What follows belongs to an exercise in optimizing a design on an open flow for small area and a short achievable clock period; a production flow would make more cautious choices.
RTL that was checked went through simulation tests only; none was proved equivalent to the original.
No activity file was given, so power comes from the tool's default toggle rates.

## antibuee_proto
module antibuee_proto (
    input              clk,
    input              rst,           
    input              ev_valid,
    input      [2:0]   ev_kind,       
    input      [7:0]   ev_op,         
    input      [7:0]   ev_data,       
    input              ev_wr_ok,      
    output reg         resp_valid,
    output reg [1:0]   resp_code,     
    output reg         tx_valid,
    output reg         tx_two,
    output     [7:0]   tx_b0,
    output reg [7:0]   tx_b1,
    output reg         ack_valid,
    output     [7:0]   ack_cmd,
    output             ack_success,
    output reg [3:0]   ack_reason,
    output reg         unk_valid,
    output     [6:0]   raw_len,
    output     [511:0] raw_bytes,
    output reg         stat_valid,
    output     [223:0] stat_m,
    output     [29:0]  stat_s,
    output     [15:0]  stat_ts,
    output reg         terr_valid,
    output     [7:0]   terr_op,
    output reg         conn_valid,
    output             conn_state
);
clock: 12.0 ns
lec_check: 0
cap_margin: 20
core_margin: 2
core_utilization: 40
slew_margin: 20
standard.sh (not shown) runs the stock make flow with config.mk's settings and CLKGATE_MAP_FILE= SYNTH_SCRIPT=/design/flow/synth_recipe.tcl, a recipe that flattens the netlist after the stock synthesis.
==> flow/flow/run.sh <==
#!/bin/bash
# Standard ORFS layout, with the port buffers made of the smallest buffer cell,
# clock tree synthesis without dummy loads, and timing repair aiming at a
# shorter period than the constraint (the constraint itself is unchanged).
set -euo pipefail
cd "$(dirname "$0")/.."
export BUFFER_PORTS_ARGS="-buffer_cell sky130_fd_sc_hd__buf_1"
export CTS_ARGS="-sink_clustering_enable -repair_clock_nets -dont_use_dummy_load -buf_list sky130_fd_sc_hd__clkbuf_16 -sink_clustering_size 24 -sink_clustering_max_diameter 100"
export SETUP_SLACK_MARGIN=8.3
bash standard.sh > orfs_make.log 2>&1
Then changed:
--- a/flow/design.v
+++ b/flow/design.v
@@ -52,15 +52,15 @@
     reg        sf_stat;       
     reg        sf_ok;         
     reg [2:0]  sf_idx;        
     reg        sf_neg;        
     reg [1:0]  sf_fst;        
     reg        sf_shp;        
     reg        sf_pdv;        
-    reg [4:0]  sf_pd;         
+    reg [3:0]  sf_pd;         
     reg [31:0] fm [0:6];      
     reg [5:0]  fs [0:4];      
     genvar gi;
     generate
         for (gi = 0; gi < 64; gi = gi + 1) begin : g_raw
             assign raw_bytes[8*gi +: 8] = buf_mem[gi];
         end
@@ -387,23 +387,23 @@
                 for (i = 3 * l - 1; i < 32; i = i + 2 * l)
                     g[i] = g[i] | (p[i] & g[i-l]);
             bk_add = a ^ b ^ {g[30:0], 1'b0};
         end
     endfunction
     wire [31:0] fm_x8  = {fm[6][28:0], 3'b000};
     wire [31:0] fm_x2  = {fm[6][30:0], 1'b0};
-    wire [31:0] fm_d   = {{27{sf_pd[4]}}, sf_pd};
+    wire [31:0] fm_d   = {{28{sf_neg}}, sf_pd ^ {4{sf_neg}}};
     wire [31:0] fm_cs  = fm_x8 ^ fm_x2 ^ fm_d;
     wire [31:0] fm_cc  = (fm_x8 & fm_x2) | (fm_x8 & fm_d) | (fm_x2 & fm_d);
-    wire [31:0] fm_add = bk_add(fm_cs, {fm_cc[30:0], 1'b0});
+    wire [31:0] fm_add = bk_add(fm_cs, {fm_cc[30:0], sf_neg});
     wire        fs_shift = sf_shp && ~(sf_idx[2] & (sf_idx[1] | sf_idx[0]));
     always @(posedge clk) begin
         sf_shp <= 1'b0;
         sf_pdv <= 1'b0;
-        sf_pd  <= sf_neg ? (5'd0 - {1'b0, b[3:0]}) : {1'b0, b[3:0]};
+        sf_pd  <= b[3:0];
         if (first) begin
             sf_stat <= b_open;
             sf_ok   <= 1'b1;
             sf_idx  <= 3'd0;
             sf_neg  <= 1'b0;
             sf_fst  <= 2'b00;
         end else if (append && ph_ack && !b_marker) begin
Worst setup slack gains 290 ps.
First-iteration DRC count shrinks by 6.3%.
Sequential cell count shrinks by 1.
Wire length shrinks by 3.6%.
Cell count barely changes.
Combinational power shrinks by 42%.
Global-route usage shrinks by 1.1 points.
Synthesized area grows by 0.47%.
Maximum frequency grows by 7.7%.
Clock skew shrinks by 38 ps.
Design area shrinks by 1.1%.

antibuee_proto, a different RTL version from the one above (not shown whole).
Size in the first run: about 840 flip-flops.
Settings: LEC_CHECK=0, CAP_MARGIN=20, CORE_MARGIN=2, CORE_UTILIZATION=40, SLEW_MARGIN=20; clock period 12.0 ns.
==> flow/flow/run.sh <==
#!/bin/bash
# Standard ORFS layout, with the port buffers made of the smallest buffer cell
# and clock tree synthesis without dummy loads.
set -euo pipefail
cd "$(dirname "$0")/.."
export BUFFER_PORTS_ARGS="-buffer_cell sky130_fd_sc_hd__buf_1"
export CTS_ARGS="-sink_clustering_enable -repair_clock_nets -dont_use_dummy_load"
bash standard.sh > orfs_make.log 2>&1
The starting point finished with timing, DRC and antenna clean.
==> next run, changes <==
--- a/flow/design.v
+++ b/flow/design.v
@@ -36,16 +36,15 @@
     localparam [3:0] RS_ACK = 4'd0, RS_HELLO_OLD = 4'd1, RS_HELLO_FIRST = 4'd2,
                      RS_STATUS = 4'd3, RS_TIMEOUT = 4'd4, RS_NAK = 4'd5,
                      RS_MALFORMED = 4'd6, RS_OVERFLOW = 4'd8;
     localparam [3:0] OPL_HELLO = 4'h0, OPL_STATUS = 4'h8;
     reg        connected;
     reg [1:0]  state;
     reg        boot2;         
-    reg [3:0]  acnt;          
-    reg [2:0]  bcnt;          
+    reg [3:0]  tcnt;          
     reg [15:0] now;
     reg [3:0]  cmd;           
     reg [1:0]  phase;
     reg [6:0]  len_q;         
     reg        len_clr;       
     wire [6:0] len = len_clr ? 7'd0 : len_q;
     reg [7:0]  buf_mem [0:63];
@@ -204,17 +203,17 @@
     end
     wire st_idle  = (state == ST_IDLE);
     wire st_boot  = (state == ST_BOOT);
     wire st_await = (state == ST_AWAIT);
     wire issue_ok   = is_issue && enc_ok && st_idle && connected && ev_wr_ok;
     wire issue_terr = is_issue && enc_ok && st_idle && !(connected && ev_wr_ok);
     wire cmd_status  = cmd[3] & ~cmd[0];
-    wire timeout_due = st_await && (cmd_status ? (acnt == 4'd15) : (acnt >= 4'd5));
-    wire hello_due   = st_boot && !boot2 && (bcnt == 3'd7);
-    wire status_due  = st_boot &&  boot2 && (bcnt >= 3'd3);
+    wire timeout_due = st_await && (cmd_status ? (tcnt == 4'd15) : (tcnt >= 4'd5));
+    wire hello_due   = st_boot && !boot2 && (tcnt >= 4'd7);
+    wire status_due  = st_boot &&  boot2 && (tcnt >= 4'd3);
     wire auto_due    = is_tick && (hello_due || status_due);
     wire b_marker = (b[7:1] == 7'b0011010);        
     wire b_hash   = (b == 8'h23);
     wire b_minus  = (b == 8'h2D);
     wire b_point  = (b == 8'h2E);
     wire b_digit  = (b[7:4] == 4'h3) && (b[3:0] <= 4'd9);
     wire b_open   = (b == 8'h5B);
@@ -272,38 +271,33 @@
         tx_b1      <= ev_op[2] ? full_enc(ev_data[6:0]) : {4'h3, ev_data[3:0]};
         resp_code  <= !enc_ok ? R_INVALID :
                       !st_idle ? R_BUSY :
                       !(connected && ev_wr_ok) ? R_TRANSPORT : R_ACCEPTED;
         ack_reason <= tick_to ? RS_TIMEOUT : rx_ovf ? RS_OVERFLOW : c_reason;
         len_q      <= len + {6'd0, append};
         len_clr    <= 1'b0;
-        if (!st_await)
-            acnt <= 4'd0;
-        else if (is_tick)
-            acnt <= acnt + 4'd1;
-        if (!st_boot || (is_tick && (hello_due || status_due)))
-            bcnt <= 3'd0;
-        else if (is_tick)
-            bcnt <= bcnt + 3'd1;
-        if (!st_await)
-            cmd <= st_idle ? ev_op[3:0] : boot2 ? OPL_STATUS : OPL_HELLO;
         if (rst) begin
             connected <= 1'b0;
             state     <= ST_IDLE;
             boot2     <= 1'b0;
             now       <= 16'd0;
             phase     <= PH_START;
             len_clr   <= 1'b1;
         end else begin
-            if (is_tick)
-                now <= now + 16'd1;
+            if (is_tick) begin
+                now  <= now + 16'd1;
+                tcnt <= tcnt + 4'd1;
+            end
             if (is_issue)
                 resp_valid <= 1'b1;
+            if (issue_ok || issue_terr)
+                cmd <= ev_op[3:0];
             if (issue_ok) begin
                 tx_valid <= 1'b1;
+                tcnt     <= 4'd0;
                 len_clr  <= 1'b1;
                 phase    <= PH_START;
                 state    <= ST_AWAIT;
             end
             if (issue_terr)
                 terr_valid <= 1'b1;
             if (append) begin
@@ -322,19 +316,22 @@
                 ack_valid <= 1'b1;
                 len_clr   <= 1'b1;
                 phase     <= PH_START;
                 if (complete && c_resolve && ph_ack && sf_stat && b[0] && stat_good)
                     stat_valid <= 1'b1;
                 if (boot2) begin
                     state <= ST_BOOT;
+                    tcnt  <= 4'd0;
                 end else begin
                     state <= ST_IDLE;
                 end
             end
             if (auto_due) begin
+                cmd  <= hello_due ? OPL_HELLO : OPL_STATUS;
+                tcnt <= 4'd0;
                 if (ev_wr_ok) begin
                     tx_valid <= 1'b1;
                     len_clr  <= 1'b1;
                     phase    <= PH_START;
                     state    <= ST_AWAIT;
                     boot2    <= hello_due;
                 end else begin
@@ -344,14 +341,15 @@
                         state <= ST_IDLE;
                 end
             end
             if (is_conn && !connected) begin
                 connected  <= 1'b1;
                 state      <= ST_BOOT;
                 boot2      <= 1'b0;
+                tcnt       <= 4'd0;
                 len_clr    <= 1'b1;
                 phase      <= PH_START;
                 conn_valid <= 1'b1;
             end
             if (is_disc) begin
                 connected  <= 1'b0;
                 state      <= ST_IDLE;
Outcome: Via count fell by 1.5%; non-clock buffer count rose by 2; count of clock-buffer cells in the layout is unchanged; wire length barely changes; first-iteration DRC count rose by 14%.
Function was not checked in any run of this note: the RTL went through the layout flow alone.

-- separate check: timing with driven ports --
How much do the figures lean on ideal ports? The routed layouts below were timed once more, with nothing changed but the port constraints. Step 1, drivers: a clkbuf_16 drives clk and a buf_2 each remaining input, both assumed. Step 2 moves the port delays by t, midway between the first and last clock arrival at a register: inputs arrive t later, outputs are due t later. That takes back most of the time a late clock gives input paths. Slacks: ideal / step 1 / step 2; pairs: ideal / step 1.
| run | t (ns) | setup WS [ns] | worst slew at a driven data input, ns |
|---|---|---|---|
| the first run of note 1 | 0.641 | 7.995 / 8.000 / 7.359 | 0.11 |
| the second run of note 1 | 0.638 | 8.282 / 8.144 / 7.506 | 0.29 |
| the first run of note 2 | 0.674 | 7.483 / 7.530 / 6.856 | 0.08 |
| the second run of note 2 | 0.664 | 7.339 / 7.381 / 6.717 | 0.23 |
After both steps every run listed still meets setup and hold. The setup slack of the second run of note 1, which loses most, moves by -0.138 ns with the drivers and by -0.776 ns with both steps.
